Context: an optimization exercise on an open-source flow, tuned for small area. The choices shown serve that exercise and are no tape-out recipe.
At most, simulation tests tie the RTL to the original design; equivalence was not proved.
Function not checked in runs 4 and 5: the RTL went through the layout flow alone.
No activity file was given, so power comes from the tool's default toggle rates.

--- flow/config.mk ---
export PLATFORM = sky130hd
export DESIGN_NAME = colmux_scan
export DESIGN_NICKNAME = colmux_scan
export VERILOG_FILES = /design/flow/design.v
export SDC_FILE = /design/flow/constraint.sdc
export NUM_CORES = 4
export LEC_CHECK = 0
export CAP_MARGIN = 20
export CORE_MARGIN = 2
export CORE_UTILIZATION = 40
export SLEW_MARGIN = 20
--- flow/constraint.sdc ---
create_clock -name core_clock -period 10.0 [get_ports {clk_scan}]
set_input_delay 2.0000 -clock core_clock [delete_from_list [all_inputs] [get_ports {clk_scan}]]
set_output_delay 2.0000 -clock core_clock [all_outputs]
set_load 0.01 [all_outputs]
--- flow/design.v ---
module colmux_nt_col (
    input  wire [5:0]  idx,
    output reg  [31:0] code
);
    always @(*) begin
        case (idx)
            6'd0 : code = 32'h4302CF5C;  
            6'd1 : code = 32'h430A970A;  
            6'd2 : code = 32'h4312D47B;  
            6'd3 : code = 32'h431B8F5C;  
            6'd4 : code = 32'h4324CF5C;  
            6'd5 : code = 32'h432E9C29;  
            6'd6 : code = 32'h43390000;  
            6'd7 : code = 32'h43440000;  
            6'd8 : code = 32'h434FA666;  
            6'd9 : code = 32'h435C0000;  
            6'd10: code = 32'h4369147B;  
            6'd11: code = 32'h4376F0A4;  
            6'd12: code = 32'h4502D000;  
            6'd15: code = 32'h00000000;  
            6'd16: code = 32'h4382D0A4;  
            6'd17: code = 32'h438A970A;  
            6'd18: code = 32'h4392D47B;  
            6'd19: code = 32'h439B90A4;  
            6'd21: code = 32'h43AE9D71;  
            6'd22: code = 32'h43B8FEB8;  
            6'd23: code = 32'h43C40000;  
            6'd24: code = 32'h43CFA666;  
            6'd25: code = 32'h43DC0000;  
            6'd26: code = 32'h43E9147B;  
            6'd27: code = 32'h43F6F0A4;  
            6'd32: code = 32'h4402D000;  
            6'd33: code = 32'h440A97AE;  
            6'd34: code = 32'h4412D51F;  
            6'd35: code = 32'h441B9000;  
            6'd36: code = 32'h4424D0A4;  
            6'd37: code = 32'h442E9D71;  
            6'd38: code = 32'h4438FF5C;  
            6'd39: code = 32'h4443FF5C;  
            6'd40: code = 32'h444FA70A;  
            6'd41: code = 32'h445C0000;  
            6'd42: code = 32'h4469151F;  
            6'd43: code = 32'h4476F148;  
            6'd48: code = 32'h4482D000;  
            6'd49: code = 32'h448A975C;  
            6'd50: code = 32'h4492D51F;  
            6'd51: code = 32'h449B9052;  
            6'd52: code = 32'h44A4D052;  
            6'd53: code = 32'h44AE9D1F;  
            6'd54: code = 32'h44B8FF5C;  
            6'd55: code = 32'h44C3FF5C;  
            6'd56: code = 32'h44CFA70A;  
            6'd57: code = 32'h44DC0000;  
            6'd58: code = 32'h44E9151F;  
            6'd59: code = 32'h44F6F0F6;  
            default: code = 32'h00000000;
        endcase
    end
endmodule
module colmux_scan (
    input  wire        clk_scan,
    input  wire        rst_scan_n,    
    input  wire [4:0]  row_i,         
    input  wire [2:0]  wave_i,        
    input  wire        ack_t_i,       
    output wire        ser_o,
    output wire        srclk_o,
    output wire        rclk_o,
    output wire [15:0] sstat_o,
    output wire        req_t_o,       
    output wire [43:0] bundle_o       
);
    localparam [3:0] PH_RST     = 4'h0,
                     PH_LOAD    = 4'h1,
                     PH_DLOW    = 4'h2,
                     PH_DHIGH   = 4'h3,
                     PH_L1LOW   = 4'h4,
                     PH_L1HIGH  = 4'h5,
                     PH_L2LOW   = 4'h6,
                     PH_L2HIGH  = 4'h7,
                     PH_SAMPLE  = 4'h8,
                     PH_EVAL    = 4'h9,
                     PH_PUBLISH = 4'hA;
    localparam [5:0] IDX_NONE = 6'd15;    
    localparam [5:0] IDX_R4   = 6'd12;    
    reg [3:0]  phase;
    reg [3:0]  col;
    reg [3:0]  bitn;
    reg [1:0]  tcnt;
    reg        ser_q, srclk_q, rclk_q;
    reg [4:0]  rs1, rs2, rs3;             
    reg [5:0]  note;
    reg        gate;
    reg [7:0]  pseq;
    reg        fresh;                     
    reg        req_t;
    reg [17:0] src_buf;                   
    reg        pend;
    reg [17:0] pend_buf;
    reg        ack_s1, ack_s2;
    reg [35:0] ring0, ring1, ring2, ring3;
    reg [2:0]  c40;                       
    wire busy = (req_t != ack_s2);
    wire eval = (phase == PH_EVAL);
    wire pub  = (phase == PH_PUBLISH);
    wire col0 = (col == 4'd0);
    wire [2:0] cur0 = fresh ? 3'b000 : ring0[2:0];
    wire [2:0] cur1 = fresh ? 3'b000 : ring1[2:0];
    wire [2:0] cur2 = fresh ? 3'b000 : ring2[2:0];
    wire [2:0] cur3 = fresh ? 3'b000 : ring3[2:0];
    wire [2:0] cur4 = (fresh | ~col0) ? 3'b000 : c40;
    wire [14:0] cur = {cur4, cur3, cur2, cur1, cur0};
    wire [4:0]  samp = {rs3[4] & col0, rs3[3:0]};
    reg  [4:0]  fire;
    reg  [14:0] nxt;
    reg  [4:0]  press, rel;
    reg  [5:0]  n1;
    reg         m;
    integer     r;
    function [5:0] idx_of(input integer rr, input [3:0] cc);
        begin
            if (rr == 4)
                idx_of = IDX_R4;
            else if (rr == 1 && cc == 4'd4)
                idx_of = {2'd0, cc};
            else
                idx_of = {rr[1:0], cc};
        end
    endfunction
    always @(*) begin
        for (r = 0; r < 5; r = r + 1) begin
            fire[r] = (samp[r] != cur[3*r+2]) & cur[3*r+1];
            nxt[3*r+2] = cur[3*r+2] ^ fire[r];
            if (samp[r] == cur[3*r+2] || cur[3*r+1])
                nxt[3*r +: 2] = 2'b00;
            else
                nxt[3*r +: 2] = {cur[3*r], 1'b1};
        end
        press = fire & samp;
        rel   = fire & ~samp;
        n1 = note;
        for (r = 0; r < 5; r = r + 1)
            if (press[r]) n1 = idx_of(r, col);
        m = 1'b0;
        for (r = 0; r < 5; r = r + 1)
            if (rel[r] && idx_of(r, col) == n1) m = 1'b1;
    end
    always @(posedge clk_scan) begin
        if (eval) begin
            ring0 <= {nxt[2:0],   ring0[35:3]};
            ring1 <= {nxt[5:3],   ring1[35:3]};
            ring2 <= {nxt[8:6],   ring2[35:3]};
            ring3 <= {nxt[11:9],  ring3[35:3]};
            if (col0) c40 <= nxt[14:12];
        end
    end
    always @(posedge clk_scan) begin
        rs1 <= row_i;
        rs2 <= rs1;
        rs3 <= rs2;      
    end
    always @(posedge clk_scan) begin
        case (phase)
            PH_LOAD: begin
                bitn <= 4'd15;
                tcnt <= 2'd2;
            end
            PH_DLOW, PH_L1LOW, PH_L1HIGH, PH_L2LOW, PH_L2HIGH: begin
                tcnt <= (tcnt != 2'd0) ? tcnt - 1'b1 : 2'd2;
            end
            PH_DHIGH: begin
                tcnt <= (tcnt != 2'd0) ? tcnt - 1'b1 : 2'd2;
                if (tcnt == 2'd0) bitn <= bitn - 1'b1;
            end
            default: ;
        endcase
    end
    always @(posedge clk_scan or negedge rst_scan_n) begin
        if (!rst_scan_n) begin
            phase   <= PH_RST;
            col     <= 4'd0;
            ser_q   <= 1'b1;
            srclk_q <= 1'b1;
            rclk_q  <= 1'b1;
            note    <= IDX_NONE;
            gate    <= 1'b0;
            pseq    <= 8'h0;
            fresh   <= 1'b1;
        end else begin
            case (phase)
                PH_RST: begin
                    phase <= PH_LOAD;
                end
                PH_LOAD: begin
                    ser_q   <= 1'b0;
                    srclk_q <= 1'b0;
                    phase   <= PH_DLOW;
                end
                PH_DLOW: begin
                    if (tcnt == 2'd0) begin
                        srclk_q <= 1'b1;
                        phase   <= PH_DHIGH;
                    end
                end
                PH_DHIGH: begin
                    if (tcnt == 2'd0) begin
                        if (bitn != 4'd0) begin
                            ser_q   <= (bitn - 1'b1 == col);
                            srclk_q <= 1'b0;
                            phase   <= PH_DLOW;
                        end else begin
                            ser_q  <= 1'b1;
                            rclk_q <= 1'b0;
                            phase  <= PH_L1LOW;
                        end
                    end
                end
                PH_L1LOW, PH_L1HIGH, PH_L2LOW: begin
                    if (tcnt == 2'd0) begin
                        rclk_q <= ~rclk_q;
                        phase  <= phase + 1'b1;
                    end
                end
                PH_L2HIGH: begin
                    if (tcnt == 2'd0) phase <= PH_SAMPLE;
                end
                PH_SAMPLE: begin
                    phase <= PH_EVAL;
                end
                PH_EVAL: begin
                    note <= n1;
                    gate <= (gate | (|press)) & ~m;
                    pseq <= pseq + {7'd0, |press};
                    if (col == 4'd11) begin
                        phase <= PH_PUBLISH;
                        fresh <= 1'b0;
                    end else begin
                        col   <= col + 1'b1;
                        phase <= PH_LOAD;
                    end
                end
                PH_PUBLISH: begin
                    col   <= 4'd0;
                    phase <= PH_LOAD;
                end
                default: ;
            endcase
        end
    end
    wire [2:0]  wave_cl = (wave_i > 3'd4) ? 3'd4 : wave_i;
    wire [17:0] bundle  = {pseq, wave_cl, gate, note};
    always @(posedge clk_scan) begin
        if (pub && busy) pend_buf <= bundle;
    end
    always @(posedge clk_scan or negedge rst_scan_n) begin
        if (!rst_scan_n) begin
            ack_s1  <= 1'b0;
            ack_s2  <= 1'b0;
            req_t   <= 1'b0;
            src_buf <= {8'h0, 3'd0, 1'b0, IDX_NONE};
            pend    <= 1'b0;
        end else begin
            ack_s1 <= ack_t_i;
            ack_s2 <= ack_s1;
            if (pub && !busy) begin             
                src_buf <= bundle;
                req_t   <= ~req_t;
                pend    <= 1'b0;
            end else if (pub && busy) begin     
                pend    <= 1'b1;
            end else if (!busy && pend) begin   
                src_buf <= pend_buf;
                req_t   <= ~req_t;
                pend    <= 1'b0;
            end
        end
    end
    wire [31:0] note_code;
    colmux_nt_col u_nt (.idx(src_buf[5:0]), .code(note_code));
    assign ser_o    = ser_q;
    assign srclk_o  = srclk_q;
    assign rclk_o   = rclk_q;
    assign req_t_o  = req_t;
    assign bundle_o = {src_buf[17:6], note_code};
    assign sstat_o  = {3'b000, req_t, 1'b0, pend, busy, gate, col, phase};
endmodule
--- flow/run.sh ---
#!/bin/bash
# synth_recipe.tcl (not shown) runs the flow's synth.tcl, then flattens the netlist and writes it again
# the make line also repeats each setting of config.mk as NAME=value (left out here)
make -C /OpenROAD-flow-scripts/flow DESIGN_CONFIG=/design/flow/config.mk WORK_HOME=/design/flow/orfs CLKGATE_MAP_FILE= SYNTH_SCRIPT=/design/flow/synth_recipe.tcl finish
==> results of run 1 <==
==> synth_stat cells, types with 8 or more instances <==
cell,count
inv_1,22
clkbuf_1,34
a21oi_1,49
dfstp_2,12
nor3_1,11
o22ai_1,20
dfxtp_1,15
xnor2_1,17
nor2b_1,16
nor2_1,66
nand2_1,68
edfxtp_1,171
buf_4,24
dfrtp_1,37
o21ai_0,34
a31oi_1,8
ha_1,18
==> sequential cells by signal (all words and copies together), names as in the netlist, 5 cells and up <==
| name | count |
|---|---|
| rs3 | 5 |
| ring2 | 36 |
| ring1 | 36 |
| src_buf | 18 |
| rs1 | 5 |
| note | 6 |
| pseq | 8 |
| pend_buf | 18 |
| rs2 | 5 |
| ring3 | 36 |
| ring0 | 36 |
==> worst max-delay path: stages, from the launching register on <==
cell	delay [ns]
dfstp_2	0.59
inv_1	0.14
ha_1	0.44
nor2_1	0.14
a211oi_1	0.61
nor2_1	0.11
a21oi_1	0.15
a21o_1	0.13
clkdlybuf4s50_1	0.53
==> layer usage <==
layer | up-vias | routed length, um | GRT usage
met1 | 2830 | 8972 | 0.2111
met2 | 132 | 8029 | 0.2159
met5 | - | 0 | 0
met3 | 31 | 689 | 0.02350
li1 | 2851 | - | -
met4 | 0 | 438 | 0.04177
==> power by group through the flow <==
stage | Clock [mW] | Combinational (mW) | Sequential [mW]
floorplan | 0 | 0.0105 | 1.06
global placement | 0 | 0.0189 | 1.06
detailed placement | 0 | 0.0188 | 1.06
CTS | 0.897 | 0.0190 | 1.04
global route | 0.937 | 0.0209 | 1.04
finish | 0.868 | 0.0186 | 1.04
==> path summary, 6_finish.rpt <==
kind / from / end / slack [ns]
hold / removal: rs2[4] / rs3[4] / 0.32
setup reg to reg: phase[1] / ring2[35] / 6.83
hold reg to reg: rs2[4] / rs3[4] / 0.32
setup / recovery: src_buf[1] / bundle_o[2] / 4.65
max in group asynchronous: rst_scan_n / ack_s1 / 7.95
min in group asynchronous: rst_scan_n / src_buf[16] / 1.61
==> through the flow <==
| step | utilization | area, um^2 |
|---|---|---|
| after floorplan | - | 9798 |
| after global placement | 0.4373 | 10570 |
| after detailed placement | 0.4373 | 10570 |
| after CTS | 0.4699 | 11360 |
| after global routing | 0.4699 | 11360 |
| final | 0.4699 | 11360 |
==> area by class of cell <==
type	count	area [um^2]	area share
clock buffers	32	671.9	0.05915
clock inverters	14	115.1	0.01013
inverters	22	87.58	0.007710
multi-input cells	442	2695	0.2373
flip-flops and latches	235	6676	0.5877
well taps	324	405.4	0.03569
repair buffers	73	708.2	0.06234
==> logic make-up after synthesis <==
family | count (synthesis)
adder cells (fa/ha/maj) | 18
buffers and inverters | 85
AO/OA/AOI/OAI | 173
multiplexers | 6
flip-flops | 235
other | 1
XOR/XNOR | 17
AND/OR/NAND/NOR | 220
==> results.tsv, run 1 <==
metric	value	unit
Antenna Nets Post-Route	0	
CP Launch Type	flip-flop	
Synth Register Bits	235	
Slew Viols, Final	0	
total wire length	18130	um
prevailing post-synth register cell	edfxtp_1	
Slew HR	0.2952	
R2R cell count	5	
nets@finish	828	
xor/xnor share of the synthesized area	0.01524	
Setup TNS	0	ns
worst skew pair latency	0.52	ns
CTS sink count	235	
multiplexer share of the synthesized area	0.006402	
cell row count	57	
Syn Inst Count	755	
share of cells above drive strength 1	0.08802	
antenna violations before repair	0	
HP Class	reg2reg	
Post-CTS Resized	0	
Logic pwr share	0.010	
critical path class	reg2out	
# hold bufs at CTS	0	
largest net degree at the start of global routing	87	
area grow syn2layout	16.25	%
dpl ws	5.227	ns
Avg Inst Size Synth	12.94	um^2
synth warn	2	
Yosys cell types	70	
number of global-route vias before repair	5766	
Net Sw Frac	0.1959	
Setup Buffers After CTS	0	
Final Total Pwr	1.928	mW
Longest Clk Path Bufs	3	
Routability Congestion	0.8486	
final worst slack	4.648	ns
hold depth	0	
Die Y	160.3	um
final period utilization	0.5352	
DR iter-0 viols	561	
RSZ-0062 raised after global routing	false	
Pint	1.550	mW
Post-DP HPWL	11260	um
placed insts	1096	
crit path DAT	3.35	ns
global route overflow	0	
commonest non-fill, non-tap cell in the layout	edfxtp_1	
status	timing/DRC/antenna clean	
Clock Skews	0.01996	ns
Seq/Total Area, Yosys	0.6832	
Final Non-Filler Cells	1142	
CP Capture Type	primary output	
first drt pass iteration count	6	
complex-gate fraction of the synthesized area	0.1129	
synthesized-area fraction occupied by adder cells	0.02305	
Simple-Gate Fraction of Synth Area	0.1151	
Switch Pwr	0.3775	mW
Synth area leaders	edfxtp_1 (53%), dfrtp_1 (9.5%), dfstp_2 (3.2%)	
most frequent cells in the layout	edfxtp_1 (171), nand2_1 (68), nor2_1 (66)	
DRC	0	
synthesized area	9772	um^2
maxcap violations	0	
Top Ports	75	
total track usage	0.1420	
Fill cells	2131	
final hold viol count	0	
minimum clock period	5.352	ns
WL/cell	15.87	um
Leak Pwr	3.779	nW
CTS H-Tree Depth	1	
die area	25700	um^2
Core Region	24180	um^2
worst-margin pin slew	1.057	ns
Ant. Diodes	0	
PD cells	169.7	nW/um^2
required time of the critical path	8.00	ns
clock-pin slew on the worst setup and hold paths	0.06	ns
Synth area leader	edfxtp_1	
DR vias/cell	5.117	
Clock power frac	0.450	
CTS tree	done	
Via Count	5844	
Initial Util	0.4042	
post-synth top area share	0.5255	
asr flop ratio synth	0.2085	
VDD IR-drop max	0.1833	mV
number of flops mapped to enable cells by yosys	171	
Seq pwr share	0.540	
Hold Slack	0.3239	ns
first-pass GRT wire length	30180	um
cts bufs inserted	25	
final setup vio count	0	
Die W	160.3	um
largest family of logic cells by synthesized area	simple AND/OR/NAND/NOR gates	
number of port buffers	66	
fmax	186.9	MHz
root buffer cell	clkbuf_16	
CP Max Fanout	8	
==> run 2: changes to the inputs <==
--- a/flow/config.mk
+++ b/flow/config.mk
@@ -8,4 +8,5 @@
 export CAP_MARGIN = 20
 export CORE_MARGIN = 2
 export CORE_UTILIZATION = 40
+export CTS_BUF_LIST = sky130_fd_sc_hd__clkbuf_4
 export SLEW_MARGIN = 20
==> run 2 against run 1 <==
Fmax down 2.8%; non-clock buffer count unchanged; cell count up 6.0%; critical path type unchanged; hold slack worse by 0.016 ns; core utilization up 0.067 points; clock-buffer cell count up 55; worst setup slack worse by 0.16 ns; synthesized cell count unchanged.
==> results.tsv, run 2 <==
metric	value	unit	change
Top Ports	75		unchanged
status	timing/DRC/antenna clean		
reg-to-reg slack, setup	6.85	ns	+0.02 ns
Crit-path slowest cell	a211oi_1		
final hold viol count	0		unchanged
maxcap violations	0		unchanged
worst-margin pin slew	1.060	ns	+0.002946 ns
antenna violations before repair	0		unchanged
required time of the critical path	8.00	ns	about the same
Synth area leader	edfxtp_1		
final period utilization	0.5507		+0.01557
total track usage	0.1472		+0.005175
CP Capture Type	primary output		
CTS sink count	235		unchanged
Die Y	160.3	um	unchanged
Leak Pwr	3.880	nW	+2.7%
cts bufs inserted	61		+140%
prevailing post-synth register cell	edfxtp_1		
Core Region	24180	um^2	unchanged
dpl ws	5.227	ns	unchanged
Slew Viols, Final	0		unchanged
DR iter-0 viols	484		-14%
VDD IR-drop max	0.1052	mV	-43%
Ant. Diodes	0		unchanged
crit path DAT	3.51	ns	+0.16 ns
post-synth top area share	0.5255		unchanged
Post-CTS Resized	0		unchanged
Final Instance Area	11380	um^2	+0.14%
Via Count	6041		+3.4%
Avg Inst Size Synth	12.94	um^2	unchanged
Setup TNS	0	ns	unchanged
CP max stage delay	0.62	ns	about the same
number of flops mapped to enable cells by yosys	171		unchanged
first drt pass iteration count	5		-1
CP Max Fanout	8		unchanged
DR vias/cell	4.988		-2.5%
most frequent cells in the layout	edfxtp_1 (171), clkbuf_4 (87), nand2_1 (68)		
final worst slack	4.493	ns	-0.1557 ns
synth warn	2		unchanged
critical path class	reg2out		
placed inst area	10570	um^2	unchanged
Synth area leaders	edfxtp_1 (53%), dfrtp_1 (9.5%), dfstp_2 (3.2%)		
total wire length	18450	um	+1.8%
CP startpoint	src_buf[1]		
Initial Util	0.4042		unchanged
Clock Skews	0.04151	ns	+0.02155 ns
Syn Inst Count	755		unchanged
Seq/Total Area, Yosys	0.6832		unchanged
die area	25700	um^2	unchanged
CTS tree	done		
worst skew pair latency	0.67	ns	+0.15 ns
share of cells above drive strength 1	0.1477		+0.05967
Hold Slack	0.3078	ns	-0.01614 ns
minimum clock period	5.507	ns	+0.1557 ns
top cells by count, synth	edfxtp_1 (171), nand2_1 (68), nor2_1 (66)		
Antenna Nets Post-Route	0		unchanged
first-pass GRT wire length	30990	um	+2.7%
HP Class	reg2reg		
CP most frequent cell	nor2_1		
number of port buffers	66		unchanged
placed insts	1096		unchanged
RR Startpoint	phase[1]		
WL/cell	15.23	um	-4.0%
Synth Register Bits	235		unchanged
commonest non-fill, non-tap cell in the layout	edfxtp_1		
Post-DP HPWL	11260	um	unchanged
# hold bufs at CTS	0		unchanged
PD cells	164.7	nW/um^2	-2.9%
Die W	160.3	um	unchanged
fmax	181.6	MHz	-2.8%
nets@finish	864		+4.3%
RSZ-0062 raised after global routing	false		
asr flop ratio synth	0.2085		unchanged
Yosys cell types	70		unchanged
Routability Congestion	0.8486		unchanged
root buffer cell	clkbuf_4		
largest net degree at the start of global routing	87		unchanged
Setup Buffers After CTS	0		unchanged
Longest Clk Path Bufs	3		unchanged
Critical Path Sink	bundle_o[2]		
DRC	0		unchanged
Slew HR	0.2932		-0.001964
R2R cell count	5		unchanged
CP Launch Type	flip-flop		
number of global-route vias before repair	6157		+6.8%
cell row count	57		unchanged
global route overflow	0		unchanged
CTS H-Tree Depth	2		+1
final setup vio count	0		unchanged
Reg2Reg Capture Point	ring1[24]		
worst-path cell chain	inv_1 > ha_1 > nor2_1 > a211oi_1 > nor2_1 > a21oi_1 > a21o_1 > clkdlybuf4s50_1		
most numerous cell in the Yosys netlist	edfxtp_1		
area grow syn2layout	16.41	%	
synthesized area	9772	um^2	unchanged
clock-pin slew on the worst setup and hold paths	0.07	ns	about the same
Final Non-Filler Cells	1211		+6.0%
## run 2: cell counts after synthesis
No cell type changed its count.
## run 2: final cells by class
cell class                 count  area, um^2
fill                        2181       12800
sequential                   235        6676
multi-input combinational    442        2695
timing repair buffer          73       708.2
clock buffer                  87       653.1
tap                          324       405.4
clock inverter                28       150.1
inverter                      22       87.58
## run 2: where the power goes
part | leakage, nW | total, mW | switching, mW | internal (mW)
Combinational | 1.40 | 0.0184 | 0.0114 | 0.00702
Clock | 0.475 | 0.815 | 0.383 | 0.432
Sequential | 2.01 | 1.04 | 0.00203 | 1.04
Total | 3.88 | 1.87 | 0.396 | 1.48
## run 2: metal layers
layer / global-route usage / wire (um) / vias up
li1: - / - / 2969
met1: 0.2092 / 9058 / 2898
met2: 0.2192 / 8159 / 150
met3: 0.03564 / 897 / 24
met4: 0.05774 / 331 / 0
met5: 0 / 0 / -
## run 2: kinds of logic after synthesis
kind of cell             after synthesis  share of synthesized area
flip-flops                           235                     0.6832
AND/OR/NAND/NOR                      220                     0.1151
AO/OA/AOI/OAI                        173                     0.1129
buffers and inverters                 85                    0.04366
adder cells (fa/ha/maj)               18                    0.02305
XOR/XNOR                              17                    0.01524
multiplexers                           6                   0.006402
other                                  1                  0.0003838
## run 2: worst min-delay path by stage
stage           start  endpoint  slack (ns)  cells after the start
6_report       rs2[4]    rs3[4]        0.31                      0
5_1_grt        rs2[4]    rs3[4]        0.28                      0
4_1_cts        rs2[4]    rs3[4]        0.28                      0
3_5_place_dp   rs2[4]    rs3[4]        0.31                      0
3_3_place_gp   rs2[1]    rs3[1]        0.31                      0
2_1_floorplan  rs1[0]    rs2[0]        0.31                      0
## run 2: stage by stage
stage	power, mW	util
floorplan	1.070	-
global placement	1.080	0.4373
detailed placement	1.080	0.4373
CTS	1.913	0.4705
global route	1.965	0.4705
finish	1.874	0.4705
## run 2: critical path, delay by kind of cell (launching register included)
| kind | cells | cell delay, ns |
|---|---|---|
| adder cells (fa/ha/maj) | 1 | 0.44 |
| flip-flops | 1 | 0.59 |
| AO/OA/AOI/OAI | 3 | 0.90 |
| buffers and inverters | 2 | 0.67 |
| AND/OR/NAND/NOR | 2 | 0.26 |
==> run 3: changes to the inputs <==
--- a/flow/config.mk
+++ b/flow/config.mk
@@ -8,5 +8,6 @@
 export CAP_MARGIN = 20
 export CORE_MARGIN = 2
 export CORE_UTILIZATION = 40
-export CTS_BUF_LIST = sky130_fd_sc_hd__clkbuf_4
+export CTS_BUF_LIST = sky130_fd_sc_hd__clkbuf_2 sky130_fd_sc_hd__clkbuf_4 sky130_fd_sc_hd__clkbuf_8
+export CTS_CLUSTER_SIZE = 20
 export SLEW_MARGIN = 20
==> run 3 against run 2 <==
Sequential cell count is the same; via count shrank 2.5%; core utilization is essentially flat; critical endpoint unchanged; largest power group unchanged; highest routed layer unchanged.
==> results.tsv, run 3 <==
metric	value	unit	change
CP Launch Type	flip-flop		
PD cells	167.3	nW/um^2	+1.6%
RSZ-0062 raised after global routing	false		
Post-DP HPWL	11260	um	unchanged
top cells by count, synth	edfxtp_1 (171), nand2_1 (68), nor2_1 (66)		
root buffer cell	clkbuf_8		
DR iter-0 viols	487		+0.62%
most numerous cell in the Yosys netlist	edfxtp_1		
first-pass GRT wire length	30670	um	-1.0%
CTS H-Tree Depth	2		unchanged
HP Class	reg2reg		
total wire length	18320	um	-0.72%
dpl ws	5.227	ns	unchanged
number of flops mapped to enable cells by yosys	171		unchanged
Antenna Nets Post-Route	0		unchanged
die area	25700	um^2	unchanged
Synth area leader	edfxtp_1		
DRC	0		unchanged
WL/cell	15.72	um	+3.2%
Synth area leaders	edfxtp_1 (53%), dfrtp_1 (9.5%), dfstp_2 (3.2%)		
critical path class	reg2out		
CP Capture Type	primary output		
Initial Util	0.4042		unchanged
synth warn	2		unchanged
area grow syn2layout	16.34	%	about the same
clock-pin slew on the worst setup and hold paths	0.06	ns	about the same
asr flop ratio synth	0.2085		unchanged
number of port buffers	66		unchanged
final period utilization	0.5328		-0.01799
VDD IR-drop max	0.1144	mV	+8.8%
Avg Inst Size Synth	12.94	um^2	unchanged
Synth Register Bits	235		unchanged
post-synth top area share	0.5255		unchanged
status	timing/DRC/antenna clean		
Top Ports	75		unchanged
Slew HR	0.2952		+0.001906
crit path DAT	3.33	ns	-0.18 ns
Yosys cell types	70		unchanged
total track usage	0.1452		-0.001974
Syn Inst Count	755		unchanged
global route overflow	0		unchanged
commonest non-fill, non-tap cell in the layout	edfxtp_1		
Clock Skews	0.02042	ns	-0.02109 ns
cts bufs inserted	38		-38%
prevailing post-synth register cell	edfxtp_1		
Die W	160.3	um	unchanged
CTS sink count	235		unchanged
Post-CTS Resized	0		unchanged
nets@finish	841		-2.7%
CTS tree	done		
first drt pass iteration count	5		unchanged
worst-margin pin slew	1.057	ns	-0.002859 ns
share of cells above drive strength 1	0.1213		-0.02640
minimum clock period	5.328	ns	-0.1799 ns
largest net degree at the start of global routing	87		unchanged
number of global-route vias before repair	5997		-2.6%
Setup TNS	0	ns	unchanged
CP Max Fanout	8		unchanged
Setup Buffers After CTS	0		unchanged
final worst slack	4.673	ns	+0.1799 ns
Ant. Diodes	0		unchanged
fmax	187.7	MHz	+3.4%
Seq/Total Area, Yosys	0.6832		unchanged
CP startpoint	src_buf[1]		
synthesized area	9772	um^2	unchanged
DR vias/cell	5.055		+1.3%
required time of the critical path	8.00	ns	about the same
Longest Clk Path Bufs	3		unchanged
Via Count	5889		-2.5%
Die Y	160.3	um	unchanged
cell row count	57		unchanged
Routability Congestion	0.8486		unchanged
Leak Pwr	3.831	nW	-1.3%
worst skew pair latency	0.52	ns	-0.15 ns
final setup vio count	0		unchanged
hold_sp	rs2[1]		
maxcap violations	0		unchanged
RR Startpoint	phase[1]		
Slew Viols, Final	0		unchanged
antenna violations before repair	0		unchanged
Core Region	24180	um^2	unchanged
# hold bufs at CTS	0		unchanged
final hold viol count	0		unchanged
most frequent cells in the layout	edfxtp_1 (171), nand2_1 (68), nor2_1 (66)		
run 3: final timing paths:
| check | end | slack (ns) | cells past startpoint |
|---|---|---|---|
| setup / recovery | bundle_o[2] | 4.67 | 8 |
| hold / removal | rs3[1] | 0.33 | 0 |
| setup reg to reg | ring1[13] | 6.86 | 5 |
| hold reg to reg | rs3[1] | 0.33 | 0 |
| max in group asynchronous | ack_s1 | 7.96 | 2 |
| min in group asynchronous | src_buf[16] | 1.60 | 2 |
run 3: routing by layer:
| metal | up-vias | share of wire | track usage |
|---|---|---|---|
| li1 | 2873 | - | - |
| met2 | 157 | 0.44 | 0.2198 |
| met3 | 35 | 0.047 | 0.02944 |
| met5 | - | 0 | 0 |
| met1 | 2824 | 0.49 | 0.2087 |
| met4 | 0 | 0.023 | 0.05283 |
run 3: critical path: stages, from the launching register on:
cell             delay, ns
dfstp_2               0.59
inv_1                 0.14
ha_1                  0.43
nor2_1                0.14
a211oi_1              0.59
nor2_1                0.11
a21oi_1               0.15
a21o_1                0.13
clkdlybuf4s50_1       0.53
run 3: area by class of cell:
| cell class | instances | area [um^2] |
|---|---|---|
| clock buffer | 59 | 705.7 |
| fill | 2162 | 12810 |
| multi-input combinational | 442 | 2695 |
| timing repair buffer | 73 | 708.2 |
| sequential | 235 | 6676 |
| clock inverter | 10 | 90.09 |
| tap | 324 | 405.4 |
| inverter | 22 | 87.58 |
run 3: cell families after synthesis:
family | count (synthesis) | share of synthesized area
flops | 235 | 0.6832
simple gates | 220 | 0.1151
compound gates | 173 | 0.1129
buf+inv | 85 | 0.04366
fa+ha+maj | 18 | 0.02305
xor+xnor | 17 | 0.01524
mux | 6 | 0.006402
other cells | 1 | 0.0003838
run 3: metrics by stage:
| step | instance area, um^2 | std cells | hold WS (ns) | util | total power, mW |
|---|---|---|---|---|---|
| after floorplan | 9798 | 762 | 0.3096 | - | 1.070 |
| after global placement | 10570 | 1096 | 0.3132 | 0.4373 | 1.080 |
| after detailed placement | 10570 | 1096 | 0.3121 | 0.4373 | 1.080 |
| after CTS | 11370 | 1165 | 0.3163 | 0.4702 | 1.936 |
| after global routing | 11370 | 1165 | 0.3244 | 0.4702 | 1.981 |
| final | 11370 | 1165 | 0.3258 | 0.4702 | 1.901 |
run 3: report_power, final:
group / internal (mW) / switching, mW / leakage [nW]
clock network: 0.480 / 0.362 / 0.427
logic: 0.00703 / 0.0115 / 1.40
registers: 1.04 / 0.00200 / 2.01
total: 1.53 / 0.375 / 3.83
==> run 4: changes to the inputs <==
--- a/flow/design.v
+++ b/flow/design.v
@@ -88,9 +88,10 @@
     reg [3:0]  bitn;
     reg [1:0]  tcnt;
     reg        ser_q, srclk_q, rclk_q;
-    reg [4:0]  rs1, rs2, rs3;             
+    reg [4:0]  rs1, rs2;                  
     reg [5:0]  note;
     reg        gate;
+    reg        gate_nx;                   
     reg [7:0]  pseq;
     reg        fresh;                     
     reg        req_t;
@@ -102,6 +103,7 @@
     reg [2:0]  c40;                       
     wire busy = (req_t != ack_s2);
     wire eval = (phase == PH_EVAL);
+    wire smpl = (phase == PH_SAMPLE);
     wire pub  = (phase == PH_PUBLISH);
     wire col0 = (col == 4'd0);
     wire [2:0] cur0 = fresh ? 3'b000 : ring0[2:0];
@@ -110,7 +112,7 @@
     wire [2:0] cur3 = fresh ? 3'b000 : ring3[2:0];
     wire [2:0] cur4 = (fresh | ~col0) ? 3'b000 : c40;
     wire [14:0] cur = {cur4, cur3, cur2, cur1, cur0};
-    wire [4:0]  samp = {rs3[4] & col0, rs3[3:0]};
+    wire [4:0]  samp = {rs2[4] & col0, rs2[3:0]};
     reg  [4:0]  fire;
     reg  [14:0] nxt;
     reg  [4:0]  press, rel;
@@ -146,7 +148,7 @@
             if (rel[r] && idx_of(r, col) == n1) m = 1'b1;
     end
     always @(posedge clk_scan) begin
-        if (eval) begin
+        if (smpl) begin
             ring0 <= {nxt[2:0],   ring0[35:3]};
             ring1 <= {nxt[5:3],   ring1[35:3]};
             ring2 <= {nxt[8:6],   ring2[35:3]};
@@ -157,7 +159,7 @@
     always @(posedge clk_scan) begin
         rs1 <= row_i;
         rs2 <= rs1;
-        rs3 <= rs2;      
+        if (smpl) gate_nx <= (gate | (|press)) & ~m;
     end
     always @(posedge clk_scan) begin
         case (phase)
@@ -225,12 +227,12 @@
                     if (tcnt == 2'd0) phase <= PH_SAMPLE;
                 end
                 PH_SAMPLE: begin
-                    phase <= PH_EVAL;
+                    note    <= n1;
+                    pseq    <= pseq + {7'd0, |press};
+                    phase   <= PH_EVAL;
                 end
                 PH_EVAL: begin
-                    note <= n1;
-                    gate <= (gate | (|press)) & ~m;
-                    pseq <= pseq + {7'd0, |press};
+                    gate <= gate_nx;
                     if (col == 4'd11) begin
                         phase <= PH_PUBLISH;
                         fresh <= 1'b0;
==> flow/flow/run.sh (new file) <==
#!/bin/bash
# Standard layout, with a leaner clock tree (larger sink clusters, no dummy
# loads) and the smallest buffer on each port. Logs: flow.log and orfs/logs/.
set -euo pipefail
bash standard.sh \
  "CTS_ARGS=-sink_clustering_enable -repair_clock_nets -sink_clustering_size 16 -sink_clustering_max_diameter 60 -buf_list sky130_fd_sc_hd__clkbuf_8 -dont_use_dummy_load" \
  "BUFFER_PORTS_ARGS=-buffer_cell sky130_fd_sc_hd__buf_1" \
  finish > flow.log 2>&1
==> flow/standard.sh (new file) <==
#!/bin/bash
# synth_recipe.tcl (not shown) runs the flow's synth.tcl, then flattens the netlist and writes it again
# the make line also repeats each setting of config.mk as NAME=value (left out here)
make -C /OpenROAD-flow-scripts/flow DESIGN_CONFIG=/design/flow/config.mk WORK_HOME=/design/flow/orfs CLKGATE_MAP_FILE= SYNTH_SCRIPT=/design/flow/synth_recipe.tcl "${@:-finish}"
--- a/flow/config.mk
+++ b/flow/config.mk
@@ -8,6 +8,4 @@
 export CAP_MARGIN = 20
 export CORE_MARGIN = 2
 export CORE_UTILIZATION = 40
-export CTS_BUF_LIST = sky130_fd_sc_hd__clkbuf_2 sky130_fd_sc_hd__clkbuf_4 sky130_fd_sc_hd__clkbuf_8
-export CTS_CLUSTER_SIZE = 20
 export SLEW_MARGIN = 20
removed: flow/run.sh
==> run 4 against run 3 <==
Die area shrank 0.65%; non-clock buffer count shrank 1; routed wire length is 0.19% lower; synthesized area shrank 0.67%; core utilization shrank 4.0 points; cell count fell by 5.6%; worst setup slack gained 0.23 ns; global-route usage fell by 0.56 points; final area decreased by 8.7%; total power is 21% lower; hold slack better by 0.0062 ns; critical path type unchanged; largest cell class unchanged; largest power group unchanged.
==> results.tsv, run 4 <==
metric	value	unit	change
status	timing/DRC/antenna clean		
Routability Congestion	0.8722		+2.8%
nets@finish	809		-3.8%
Fill cells	2241		+3.7%
CTS sink count	231		-1.7%
global route overflow	0		unchanged
first-pass GRT wire length	29140	um	-5.0%
root buffer cell	clkbuf_8		
antenna violations before repair	0		unchanged
most numerous cell in the Yosys netlist	edfxtp_1		
Net Sw Frac	0.1947		-0.002758
cts bufs inserted	20		-47%
post-synth top area share	0.5321		+0.006616
top cells by count, synth	edfxtp_1 (172), nor2_1 (60), nand2_1 (57)		
Antenna Nets Post-Route	0		unchanged
Avg Inst Size Synth	13.22	um^2	+2.2%
Setup TNS	0	ns	unchanged
prevailing post-synth register cell	edfxtp_1		
VDD IR-drop max	0.1125	mV	-1.7%
area grow syn2layout	6.909	%	
asr flop ratio synth	0.2121		+0.003611
final hold viol count	0		unchanged
Via Count	5751		-2.3%
CTS H-Tree Depth	1		-1
cell row count	57		unchanged
Yosys cell types	73		+4.3%
DR iter-0 viols	720		+48%
HP Class	reg2reg		
Setup Buffers After CTS	0		unchanged
synth warn	2		unchanged
largest net degree at the start of global routing	80		-8.0%
Synth area leader	edfxtp_1		
Syn Inst Count	734		-2.8%
fmax	196.1	MHz	+4.5%
synthesized area	9707	um^2	-0.67%
crit path DAT	3.10	ns	-0.23 ns
total wire length	18280	um	-0.19%
number of global-route vias before repair	5373		-10%
CP Launch Type	flip-flop		
CP max stage delay	0.71	ns	+0.12 ns
final period utilization	0.5098		-0.02290
Core Region	24110	um^2	-0.29%
Clock Skews	0.05208	ns	+0.03166 ns
required time of the critical path	8.00	ns	about the same
Seq pwr share	0.683		+0.136
Top Ports	75		unchanged
worst skew pair latency	0.52	ns	about the same
CP Max Fanout	15		+7
cell family with most CP delay	flip-flops		
Die W	159.8	um	-0.32%
Seq/Total Area, Yosys	0.6806		-0.002639
CTS tree	done		
most frequent cells in the layout	edfxtp_1 (172), buf_1 (65), nor2_1 (60)		
Leak Pwr	3.261	nW	-15%
share of cells above drive strength 1	0.07990		-0.04139
Seq. cell area	6606	um^2	-1.0%
# hold bufs at CTS	0		unchanged
WL/cell	16.62	um	+5.7%
die area	25530	um^2	-0.65%
Slew HR	0.3707		+0.07559
RSZ-0062 raised after global routing	false		
critical path class	reg2out		
Final Total Pwr	1.496	mW	-21%
Post-DP HPWL	11440	um	+1.6%
CP Capture Type	primary output		
Worst Path Buf+Inv	2		unchanged
multi-input logic area	2701	um^2	+0.23%
Pint	1.205	mW	-21%
first drt pass iteration count	5		unchanged
DR vias/cell	5.228		+3.4%
total track usage	0.1396		-0.005574
DRC	0		unchanged
maxcap violations	0		unchanged
Synth area leaders	edfxtp_1 (53%), dfrtp_1 (9.5%), dfstp_2 (3.2%)		
Clock power frac	0.306		-0.137
Die Y	159.8	um	-0.32%
Crit-path slowest cell	dfstp_2		
Logic pwr share	0.011		about the same
Synth Register Bits	231		-1.7%
clock-pin slew on the worst setup and hold paths	0.09	ns	+0.03 ns
commonest non-fill, non-tap cell in the layout	edfxtp_1		
Switch Pwr	0.2913	mW	-22%
minimum clock period	5.098	ns	-0.2290 ns
worst-margin pin slew	0.9439	ns	-0.1134 ns
worst-path cell chain	inv_1 > ha_1 > nor2_1 > a211o_1 > nand2_1 > o32ai_1 > a21oi_1 > buf_1		
final setup vio count	0		unchanged
Post-CTS Resized	0		unchanged
Slew Viols, Final	0		unchanged
Longest Clk Path Bufs	3		unchanged
number of flops mapped to enable cells by yosys	172		+0.58%
Initial Util	0.4027		-0.001503
Ant. Diodes	0		unchanged
number of port buffers	66		unchanged
PD cells	144.2	nW/um^2	-14%
-- run 4: changes by cell type after synthesis, moves of 4 or more --
cell       previous run  this run
a22oi_1               7         2
nor2_1               66        60
a221o_1               1         5
clkinv_1              0         4
dfxtp_1              15        10
buf_2                 2         8
a31oi_1               8         4
a2111oi_0             0         4
nand2_1              68        57
mux2i_1               4         8
clkbuf_1             34        20
-- run 4: area by class of cell --
| type | count | area share |
|---|---|---|
| clock buffers | 20 | 0.02653 |
| inverters | 24 | 0.009163 |
| multi-input cells | 429 | 0.2603 |
| flip-flops and latches | 231 | 0.6366 |
| well taps | 324 | 0.03906 |
| repair buffers | 72 | 0.02833 |
-- run 4: logic make-up (layout without fill, tap and decap cells) --
kind of cell	Yosys count	count (layout)	synth area share
other cells	1	8	0.0003863
buf+inv	81	116	0.04382
compound gates	175	175	0.1173
simple gates	198	198	0.1053
xor+xnor	18	18	0.01624
mux	10	10	0.01057
flops	231	231	0.6806
fa+ha+maj	20	20	0.02578
-- run 4: routing by layer --
metal,GRT usage,routed length (um),vias up
met2,0.2052,7925,186
met4,0.05037,528,0
met3,0.02442,1030,46
li1,-,-,2756
met1,0.2087,8797,2763
met5,0,0,-
-- run 4: final timing paths --
path / startpoint / end / slack, ns / cells after the start
worst max-delay path: src_buf[0] / bundle_o[2] / 4.90 / 8
worst min-delay path: rs1[2] / rs2[2] / 0.33 / 0
max in group asynchronous: rst_scan_n / rclk_q / 7.91 / 2
min in group asynchronous: rst_scan_n / src_buf[16] / 1.58 / 2
worst min register to register: rs1[2] / rs2[2] / 0.33 / 0
worst max register to register: phase[3] / ring3[13] / 7.16 / 4
-- run 4: power by group through the flow --
stage / registers [mW] / clock network (mW) / logic [mW]
3_3_place_gp: 1.04 / 0 / 0.0169
6_report: 1.02 / 0.457 / 0.0163
5_1_grt: 1.02 / 0.515 / 0.0189
2_1_floorplan: 1.04 / 0 / 0.0107
4_1_cts: 1.02 / 0.483 / 0.0168
3_5_place_dp: 1.04 / 0 / 0.0166
-- run 4: metrics by stage --
stage / hold slack (ns) / std cells / setup WS [ns] / instance area [um^2] / utilization
after CTS: 0.3360 / 1100 / 4.908 / 10380 / 0.4305
after detailed placement: 0.3132 / 1080 / 5.496 / 10100 / 0.4191
after global routing: 0.3377 / 1100 / 4.679 / 10380 / 0.4305
after global placement: 0.3153 / 1080 / 5.532 / 10100 / 0.4191
after floorplan: 0.3096 / 741 / 4.486 / 9733 / -
final: 0.3319 / 1100 / 4.902 / 10380 / 0.4305
==> run 5: changes to the inputs <==
==> flow/flow/run.sh (replaced) <==
#!/bin/bash
# Standard layout, with a leaner clock tree (larger sink clusters, no dummy
# loads) and the smallest buffer on each port. Logs: flow.log and orfs/logs/.
set -euo pipefail
bash standard.sh \
  "CTS_ARGS=-sink_clustering_enable -repair_clock_nets -sink_clustering_size 24 -sink_clustering_max_diameter 80 -buf_list sky130_fd_sc_hd__clkbuf_16 -dont_use_dummy_load" \
  "BUFFER_PORTS_ARGS=-buffer_cell sky130_fd_sc_hd__buf_1" \
  finish > flow.log 2>&1
==> run 5 against run 4 <==
Hold slack about the same; core utilization up 0.21 points; combinational power about the same; non-clock buffer count unchanged; final area up 0.48%; sequential power about the same.
==> results.tsv, run 5 <==
metric	value	unit	change
worst-path cell chain	inv_1 > ha_1 > nor2_1 > a211o_1 > nand2_1 > o32ai_1 > a21oi_1 > buf_1		
cell row count	57		unchanged
Die Y	159.8	um	unchanged
CTS tree	done		
Die W	159.8	um	unchanged
post-synth top area share	0.5321		unchanged
Syn Inst Count	734		unchanged
total wire length	18110	um	-0.95%
status	timing/DRC/antenna clean		
critical path class	reg2out		
CTS sink count	231		unchanged
Seq/Total Area, Yosys	0.6806		unchanged
worst skew pair latency	0.47	ns	-0.05 ns
final period utilization	0.5042		-0.005605
CP Max Fanout	15		unchanged
placed inst area	10100	um^2	unchanged
Most Used Layer, Global Route	met1		
GR Util met2	0.2048		-0.0003935
Simple-Gate Fraction of Synth Area	0.1053		unchanged
total track usage	0.1376		-0.002025
Clock Skews	0.01789	ns	-0.03419 ns
Avg Inst Size Synth	13.22	um^2	unchanged
Synth area leader	edfxtp_1		
WL/cell	16.57	um	-0.32%
synth warn	2		unchanged
CTS H-Tree Depth	1		unchanged
most frequent cells in the layout	edfxtp_1 (172), buf_1 (65), nor2_1 (60)		
crit path DAT	3.04	ns	-0.06 ns
fmax	198.3	MHz	+1.1%
complex-gate fraction of the synthesized area	0.1173		unchanged
Routability Congestion	0.8722		unchanged
number of port buffers	66		unchanged
Core Region	24110	um^2	unchanged
met3 Use GR	0.02208		-0.002338
die area	25530	um^2	unchanged
root buffer cell	clkbuf_16		
Synth Register Bits	231		unchanged
Post-DP HPWL	11440	um	unchanged
final hold viol count	0		unchanged
Slew HR	0.3760		+0.005259
number of flops mapped to enable cells by yosys	172		unchanged
Setup TNS	0	ns	unchanged
Leak Pwr	3.277	nW	+0.50%
share of cells above drive strength 1	0.07152		-0.008375
Crit-path slowest cell	dfstp_2		
Final Non-Filler Cells	1093		-0.64%
Worst Path Buf+Inv	2		unchanged
antenna violations before repair	0		unchanged
top cells by count, synth	edfxtp_1 (172), nor2_1 (60), nand2_1 (57)		
Antenna Nets Post-Route	0		unchanged
largest net degree at the start of global routing	80		unchanged
Top Ports	75		unchanged
commonest non-fill, non-tap cell in the layout	edfxtp_1		
most numerous cell in the Yosys netlist	edfxtp_1		
RSZ-0062 raised after global routing	false		
cts bufs inserted	13		-35%
cell family with most CP delay	flip-flops		
HP Class	reg2reg		
largest family of logic cells by synthesized area	compound AO/OA/AOI/OAI gates		
Synth area leaders	edfxtp_1 (53%), dfrtp_1 (9.5%), dfstp_2 (3.2%)		
xor/xnor share of the synthesized area	0.01624		unchanged
Slew Viols, Final	0		unchanged
Ant. Diodes	0		unchanged
first-pass GRT wire length	28780	um	-1.2%
asr flop ratio synth	0.2121		unchanged
prevailing post-synth register cell	edfxtp_1		
CP Capture Type	primary output		
synthesized-area fraction occupied by adder cells	0.02578		unchanged
PD cells	148.6	nW/um^2	+3.0%
Initial Util	0.4027		unchanged
# hold bufs at CTS	0		unchanged
required time of the critical path	8.00	ns	about the same
Setup Buffers After CTS	0		unchanged
placed insts	1080		unchanged
nets@finish	802		-0.87%
DRC	0		unchanged
first drt pass iteration count	5		unchanged
Via Count	5753		+0.035%
multiplexer share of the synthesized area	0.01057		unchanged
Longest Clk Path Bufs	3		unchanged
DR iter-0 viols	708		-1.7%
minimum clock period	5.042	ns	-0.05605 ns
DR vias/cell	5.263		+0.68%
synthesized area	9707	um^2	unchanged
Final Instance Area	10430	um^2	+0.48%
Post-CTS Resized	0		unchanged
CP Launch Type	flip-flop		
final setup vio count	0		unchanged
worst-margin pin slew	0.9337	ns	-0.01015 ns
VDD IR-drop max	0.09822	mV	-13%
number of global-route vias before repair	5347		-0.48%
clock-pin slew on the worst setup and hold paths	0.09	ns	about the same
CP max stage delay	0.71	ns	about the same
Yosys cell types	73		unchanged
global route overflow	0		unchanged
area grow syn2layout	7.425	%	
maxcap violations	0		unchanged
grt met1 use	0.2062		-0.002545
==> run 5: layout make-up <==
type                    instances  area, um^2
inverters                      24       95.09
repair buffers                 72       294.0
flip-flops and latches        231        6606
multi-input cells             429        2701
fillers                      2230       13680
well taps                     324       405.4
clock buffers                  13       325.3
==> run 5: worst paths after layout <==
kind	from	to	slack, ns	cells after the start
max	src_buf[0]	bundle_o[3]	4.96	8
min	rs1[4]	rs2[4]	0.33	0
max reg2reg	phase[0]	pend_buf[10]	7.10	5
min reg2reg	rs1[4]	rs2[4]	0.33	0
max in group asynchronous	rst_scan_n	pend	7.89	2
min in group asynchronous	rst_scan_n	src_buf[16]	1.63	2
==> run 5: power by group <==
part           leakage, nW  internal, mW  switching (mW)
Clock                0.160         0.234           0.277
Sequential            1.91          1.02         0.00173
Combinational         1.21       0.00482          0.0115
==> run 5: kinds of logic after synthesis <==
logic type / after synthesis
AO/OA/AOI/OAI: 175
buffers and inverters: 81
multiplexers: 10
AND/OR/NAND/NOR: 198
flip-flops: 231
other: 1
adder cells (fa/ha/maj): 20
XOR/XNOR: 18
==> run 5: through the flow <==
step                power [mW]  hold WS (ns)  setup slack, ns  utilization
floorplan                1.054        0.3096            4.486            -
global placement         1.060        0.3153            5.532       0.4191
detailed placement       1.060        0.3132            5.496       0.4191
CTS                      1.570        0.3345            4.983       0.4326
global route             1.603        0.3392            4.750       0.4326
finish                   1.549        0.3316            4.958       0.4326
==> run 5: metal layers <==
layer  share of wire  up-vias  wire [um]
met5               0        -          0
met3           0.047       35        856
met2            0.44      159       7899
met4           0.026        0        478
li1                -     2743          -
met1            0.49     2816       8872
==> run 5: worst register-to-register path: cells and delay by family, from the launching register on <==
kind,cells,cell delay (ns)
and+or+nand+nor,2,1.31
buffers and inverters,2,0.47
DFF,1,0.45
adders and majority gates,1,0.36

==> separate check: timing with driven ports <==
The flow's constraints put no driver on any port. The routed layouts listed below were extracted and timed again, unchanged, in two steps. Step 1 sets driving cells, clkbuf_16 on the clock port and buf_2 on the other inputs (assumed; they add their load-dependent delay and slew). Step 2 also shifts input and output timing later by t, the mid clock arrival at the registers, as if the neighbouring blocks saw the same clock. a / b / c = no drivers / after step 1 / after step 2; a / b = the first two.
run	t (ns)	setup slack, ns	clock arrival spread, ns	worst register clock-pin slew, ns
run 1	0.551	4.648 / 4.604 / 5.155	0.020 / 0.020	0.06 / 0.06
run 2	0.691	4.493 / 4.456 / 5.147	0.043 / 0.043	0.07 / 0.07
run 3	0.548	4.672 / 4.633 / 5.182	0.020 / 0.021	0.06 / 0.06
run 4	0.528	4.902 / 4.867 / 5.395	0.060 / 0.060	0.10 / 0.10
run 5	0.498	4.958 / 4.918 / 5.416	0.018 / 0.018	0.10 / 0.10
After both steps every run listed still meets setup and hold.
